This design comes from an exercise in tuning for small area on the open sky130 flow, not from production work.
The RTL was checked by simulation tests, not by an equivalence proof against the original design.
Power figures rest on the tool's default switching activity, not on a simulated workload.

==> flow/design.v <==
module rxf_crc32_byte (
    input  wire [31:0] crc_in,
    input  wire [7:0]  data,
    output reg  [31:0] crc_out
);
    integer i;
    always @* begin
        crc_out = crc_in ^ {24'd0, data};
        for (i = 0; i < 8; i = i + 1) begin
            if (crc_out[0])
                crc_out = (crc_out >> 1) ^ 32'hEDB88320;
            else
                crc_out = crc_out >> 1;
        end
    end
endmodule
module intron_rx_framer (
    input  wire         clk,
    input  wire         rst,             
    input  wire         soft_reset,      
    input  wire [47:0]  intron_sess,     
    input  wire         rx_valid,
    input  wire [7:0]   rx_data,
    input  wire         alloc_ok,        
    input  wire         cas_valid,
    input  wire [3:0]   cas_old,
    input  wire [3:0]   cas_new,
    input  wire         activity_clr,    
    input  wire         query_valid,     
    input  wire [7:0]   query_idx,
    input  wire         ap_take,         
    output reg  [3:0]   mode,
    output reg          cas_ok,
    output reg          associated,
    output reg          activity,
    output reg          mac_valid,
    output reg  [47:0]  mac,
    output reg  [7:0]   ap_count,
    output reg          ap_valid,
    output reg  [7:0]   ap_index,
    output reg  [127:0] ap_info,
    output reg          pkt_start,
    output wire [15:0]  pkt_len,
    output reg          pkt_wr,
    output wire [7:0]   pkt_data,
    output reg          pkt_end,
    output reg          pkt_good,
    output reg          evt_valid,
    output reg  [2:0]   evt_code,
    output wire [7:0]   evt_type,
    output wire [15:0]  evt_size
);
    localparam [7:0]  INTRON0           = 8'h55;
    localparam [7:0]  INTRON1           = 8'h4E;
    localparam [7:0]  SUPPORTED_VERSION = 8'h0B;
    localparam [3:0] M_WAIT_INIT      = 4'd1;
    localparam [3:0] M_NEED_AP        = 4'd2;
    localparam [3:0] M_CONNECTING_AP  = 4'd3;
    localparam [3:0] M_RUNNING        = 4'd4;
    localparam [3:0] M_WRONG_FIRMWARE = 4'd6;
    localparam [2:0] E_CRC_MISMATCH   = 3'd1;
    localparam [2:0] E_OUT_OF_SYNC    = 3'd2;
    localparam [2:0] E_LENGTH_ERROR   = 3'd3;
    localparam [2:0] E_UNKNOWN_TYPE   = 3'd4;
    localparam [2:0] E_PROTOCOL_ERROR = 3'd5;
    reg         pay;         
    reg         disc;        
    reg [3:0]   pos;         
    reg [15:0]  cnt;         
    reg         neg;         
    reg [31:0]  crc;
    reg [127:0] sbuf;        
    reg [2:0]   ty;          
    reg         vnz;         
    reg [31:0]  rcrc;        
    reg         lq_valid;
    reg [7:0]   lq_idx;
    assign pkt_len  = cnt;
    assign evt_size = cnt;
    assign evt_type = {sbuf[15:11] & {5{evt_code[2]}}, ty};
    assign pkt_data = sbuf[7:0];
    wire hdr  = !pay && pos[3];
    wire seek = !pay && !pos[3];
    wire [7:0] h_type = sbuf[15:8];
    wire t_dev  = (h_type == 8'h00);
    wire t_pkt  = (h_type == 8'h02);
    wire t_cnt  = (h_type == 8'h06);
    wire t_info = (h_type == 8'h07);
    wire t_inv  = (h_type == 8'h08);
    wire p_dev  = (ty == 3'b000);
    wire p_pkt  = (ty == 3'b010);
    wire p_cnt  = (ty == 3'b110);
    wire streaming = pay && !disc && p_pkt;
    wire [63:0] intron_all = {intron_sess, INTRON1, INTRON0};
    wire [7:0]  intron_exp = intron_all[8*pos[2:0] +: 8];
    wire        intron_hit = (rx_data == intron_exp);
    wire [31:0] crc_step;
    rxf_crc32_byte u_crc (
        .crc_in  (crc),
        .data    (rx_data),
        .crc_out (crc_step)
    );
    wire        crc_load = seek && (pos[2:1] == 2'b00);
    wire [31:0] crc_next = crc_load ? 32'hE88E2886 : crc_step;
    wire        crc_ok   = (crc_step == rcrc);
    wire        ka_ok    = (crc == {rcrc[23:0], ~rx_data});
    wire        cnt_zero = (cnt == 16'd0);
    wire        cnt_one  = (cnt == 16'd1);
    wire        up = !pay;
    wire [16:0] tgl;
    assign tgl[0] = 1'b1;
    genvar gi;
    generate
        for (gi = 0; gi < 16; gi = gi + 1) begin : g_tgl
            if (gi == 2) begin : g_w
                assign tgl[gi+1] = tgl[gi] & (cnt[gi] ~^ up) & !neg;
            end else begin : g_n
                assign tgl[gi+1] = tgl[gi] & (cnt[gi] ~^ up);
            end
        end
    endgenerate
    wire [15:0] cnt_step = cnt ^ tgl[15:0];
    wire        low7     = (cnt[2:0] == 3'd7);
    wire        neg_step = neg && !low7;
    wire        cnt_sat  = !neg && tgl[16];
    wire        skip_nz  = !(neg && low7);
    wire        size_ok = (t_dev  && cnt == 16'd6) ||
                          (t_cnt  && cnt == 16'd1) ||
                          (t_info && cnt == 16'd16);
    reg [3:0]   mode_c;
    reg [3:0]   mode_n;
    reg         link_set;
    always @(posedge clk) begin
        pkt_start <= 1'b0;
        pkt_wr    <= 1'b0;
        pkt_end   <= 1'b0;
        evt_valid <= 1'b0;
        cas_ok    <= 1'b0;
        if (activity_clr)
            activity <= 1'b0;
        if (ap_take)
            ap_valid <= 1'b0;
        if (query_valid) begin
            lq_valid <= 1'b1;
            lq_idx   <= query_idx;
        end
        mode_c = mode;
        if (cas_valid && !soft_reset && (mode == cas_old)) begin
            cas_ok <= 1'b1;
            mode_c = cas_new;
        end
        mode_n   = mode_c;
        link_set = 1'b0;
        pkt_good <= crc_ok && !soft_reset;
        if (seek)
            evt_code <= E_OUT_OF_SYNC;
        else if (pay || t_pkt)
            evt_code <= E_CRC_MISMATCH;
        else if (t_inv)
            evt_code <= E_PROTOCOL_ERROR;
        else if (t_dev || t_cnt || t_info)
            evt_code <= E_LENGTH_ERROR;
        else
            evt_code <= E_UNKNOWN_TYPE;
        if (rx_valid && !(hdr && pos[2:1] != 2'b00))
            sbuf <= {sbuf[119:0], rx_data};
        if (soft_reset) begin
            mode_n     = M_WAIT_INIT;
            associated <= 1'b0;
            pay        <= 1'b0;
            pos        <= 4'd0;
            cnt        <= 16'd0;
            neg        <= 1'b1;
            if (streaming) begin
                pkt_end  <= 1'b1;
            end
        end else if (rx_valid) begin
            if (!(hdr && pos[2]))
                crc <= crc_next;
            if (seek) begin
                if (!cnt_sat) begin
                    cnt <= cnt_step;
                    neg <= neg_step;
                end
                if (intron_hit) begin
                    pos <= pos + 4'd1;
                    if (pos[2:0] == 3'd7 && skip_nz) begin
                        evt_valid <= 1'b1;
                    end
                end else begin
                    pos <= {3'd0, (rx_data == INTRON0)};
                end
            end else if (hdr) begin
                pos <= pos + 4'd1;
                case (pos[2:0])
                    3'd0: ty  <= rx_data[2:0];
                    3'd1: vnz <= (rx_data != 8'd0);
                    3'd2, 3'd3: cnt <= {cnt[7:0], rx_data};
                    default: rcrc <= {rcrc[23:0], ~rx_data};
                endcase
                if (pos[2:0] == 3'd7) begin
                    pay  <= !cnt_zero;
                    if (cnt_zero)
                        neg <= 1'b1;
                    disc <= !((t_pkt && alloc_ok) || size_ok);
                    if (t_inv) begin
                        evt_valid <= 1'b1;
                    end else if (t_pkt) begin
                        if (cnt_zero) begin
                            if (ka_ok)
                                link_set = 1'b1;
                            else begin
                                evt_valid <= 1'b1;
                            end
                        end else if (alloc_ok)
                            pkt_start <= 1'b1;
                    end else if (t_dev || t_cnt || t_info) begin
                        if (!size_ok) begin
                            evt_valid <= 1'b1;
                        end
                    end else begin
                        evt_valid <= 1'b1;
                    end
                end
            end else begin
                cnt <= cnt_step;
                if (!disc && p_pkt)
                    pkt_wr <= 1'b1;
                if (cnt_one) begin
                    pay <= 1'b0;
                    neg <= 1'b1;
                    if (!disc) begin
                        if (p_pkt) begin
                            pkt_end  <= 1'b1;
                        end
                        if (!crc_ok) begin
                            evt_valid <= 1'b1;
                        end else if (p_pkt) begin
                            link_set = 1'b1;
                        end else if (p_dev) begin
                            if (sbuf[47:40] == SUPPORTED_VERSION) begin
                                mac_valid <= 1'b1;
                                mac <= {sbuf[39:0], rx_data};
                                if (mode_c == M_WAIT_INIT)
                                    mode_n = M_NEED_AP;
                            end else if (mode_c == M_WAIT_INIT)
                                mode_n = M_WRONG_FIRMWARE;
                        end else if (p_cnt) begin
                            ap_count <= rx_data;
                        end else begin
                            if (lq_valid && (sbuf[127:120] == lq_idx)) begin
                                ap_valid <= 1'b1;
                                ap_index <= lq_idx;
                                ap_info  <= {sbuf[119:0], rx_data};
                            end
                        end
                    end
                end
            end
        end
        if (link_set) begin
            activity   <= 1'b1;
            associated <= vnz;
            if (vnz && (mode_c == M_NEED_AP || mode_c == M_CONNECTING_AP))
                mode_n = M_RUNNING;
        end
        mode <= mode_n;
        if (rst) begin
            pay        <= 1'b0;
            pos        <= 4'd0;
            cnt        <= 16'd0;
            neg        <= 1'b1;
            mode       <= M_WAIT_INIT;
            cas_ok     <= 1'b0;
            associated <= 1'b0;
            activity   <= 1'b0;
            mac_valid  <= 1'b0;
            ap_count   <= 8'd0;
            ap_valid   <= 1'b0;
            lq_valid   <= 1'b0;
            pkt_start  <= 1'b0;
            pkt_wr     <= 1'b0;
            pkt_end    <= 1'b0;
            evt_valid  <= 1'b0;
        end
    end
endmodule
clock: 10.0 ns
lec_check: 0
cap_margin: 20
core_margin: 2
core_utilization: 40
place_density: 0.6
slew_margin: 20
standard.sh (not shown) runs the stock make flow with config.mk's settings and CLKGATE_MAP_FILE= SYNTH_SCRIPT=/design/flow/synth_recipe.tcl, a recipe that flattens the netlist after the stock synthesis.
==> flow/flow/run.sh <==
#!/bin/bash
# Standard ORFS layout (the standard.sh) with these changes to how the
# layout is made:
# - synthesis maps the logic with area-oriented ABC scripts and keeps the
#   smallest mapping (flow/synth_area.tcl, flow/area*.abc); the registers
#   are those of the standard synthesis;
# - the port buffers that buffer_ports inserts are the smallest buffer
#   (buf_1) instead of the tool's default pick;
# - clock tree synthesis uses clkbuf_4 in small sink clusters and no
#   dummy loads.
# Floorplan, power grid, taps, placement, repair and routing are the standard flow's
# standard flow. make's full output goes to standard_flow.log, and ORFS
# keeps each tool's log under orfs/logs.
set -euo pipefail
export FLOW_SYNTH_TCL="$PWD/synth_recipe.tcl"
export AREA_ABC_SCRIPTS="$PWD/flow/area1.abc $PWD/flow/area2.abc $PWD/flow/area3.abc $PWD/flow/area4.abc"
bash standard.sh \
  "SYNTH_SCRIPT=$PWD/flow/synth_area.tcl" \
  "BUFFER_PORTS_ARGS=-buffer_cell sky130_fd_sc_hd__buf_1" \
  "CTS_ARGS=-sink_clustering_enable -repair_clock_nets -dont_use_dummy_load -buf_list {sky130_fd_sc_hd__clkbuf_4} -sink_clustering_size 8 -sink_clustering_max_diameter 40" \
  finish > standard_flow.log 2>&1
Other scripts of this flow, unchanged in this note and not shown: flow/flow/area1.abc, flow/flow/area2.abc, flow/flow/area3.abc, flow/flow/area4.abc, flow/flow/synth_area.tcl
==> next run, changes <==
--- a/flow/design.v
+++ b/flow/design.v
@@ -69,13 +69,13 @@
     reg [15:0]  cnt;         
     reg         neg;         
     reg [31:0]  crc;
     reg [127:0] sbuf;        
     reg [2:0]   ty;          
     reg         vnz;         
-    reg [31:0]  rcrc;        
+    reg [31:0]  rcrc;
     reg         lq_valid;
     reg [7:0]   lq_idx;
     assign pkt_len  = cnt;
     assign evt_size = cnt;
     assign evt_type = {sbuf[15:11] & {5{evt_code[2]}}, ty};
     assign pkt_data = sbuf[7:0];
@@ -99,14 +99,14 @@
         .crc_in  (crc),
         .data    (rx_data),
         .crc_out (crc_step)
     );
     wire        crc_load = seek && (pos[2:1] == 2'b00);
     wire [31:0] crc_next = crc_load ? 32'hE88E2886 : crc_step;
-    wire        crc_ok   = (crc_step == rcrc);
-    wire        ka_ok    = (crc == {rcrc[23:0], ~rx_data});
+    wire        crc_ok   = (~crc_step == rcrc);
+    wire        ka_ok    = (~crc == {rcrc[23:0], rx_data});
     wire        cnt_zero = (cnt == 16'd0);
     wire        cnt_one  = (cnt == 16'd1);
     wire        up = !pay;
     wire [16:0] tgl;
     assign tgl[0] = 1'b1;
     genvar gi;
@@ -193,13 +193,13 @@
             end else if (hdr) begin
                 pos <= pos + 4'd1;
                 case (pos[2:0])
                     3'd0: ty  <= rx_data[2:0];
                     3'd1: vnz <= (rx_data != 8'd0);
                     3'd2, 3'd3: cnt <= {cnt[7:0], rx_data};
-                    default: rcrc <= {rcrc[23:0], ~rx_data};
+                    default: rcrc <= {rcrc[23:0], rx_data};
                 endcase
                 if (pos[2:0] == 3'd7) begin
                     pay  <= !cnt_zero;
                     if (cnt_zero)
                         neg <= 1'b1;
                     disc <= !((t_pkt && alloc_ok) || size_ok);
Final area came out higher by 0.44%; cell count goes up by 2.0%; clock-buffer cell count does not change; fmax rose by 9.4%; wire length grows by 2.5%; clock power hardly moves; global-route usage went up by 0.15 points; synthesized area rises by 0.62%; worst setup slack gets better by 0.59 ns; core utilization rises by 0.10 points; clock skew came out higher by 0.0036 ns; first-iteration DRC count shrinks by 1.1%; total power barely changes; via count came out higher by 0.82%.

==> separate check: timing with driven ports <==
The results above use ideal ports. As a check the final layouts listed here were re-extracted and re-timed, cells and wires unchanged.
Step 1: set_driving_cell puts a clkbuf_16 on clk and a buf_2 on each other input, an assumption about the parent block.
Step 2 times the ports against the registers' clock, not the clock port: input delays grow and output delays shrink by t, the midpoint of the rising clock arrivals with the driver on.
Slacks: no drivers / after step 1 / after step 2; pairs: no drivers / after step 1.
| run | t (ns) | setup WS [ns] | worst setup path at the end |
|---|---|---|---|
| the first run | 0.750 | 3.129 / 3.160 / 2.410 | input to register |
| the second run | 0.736 | 3.719 / 3.732 / 2.996 | input to register |
After both steps every run listed still meets setup and hold. The setup slack of the second run, which loses most, moves by +0.013 ns with the drivers and by -0.723 ns with both steps.
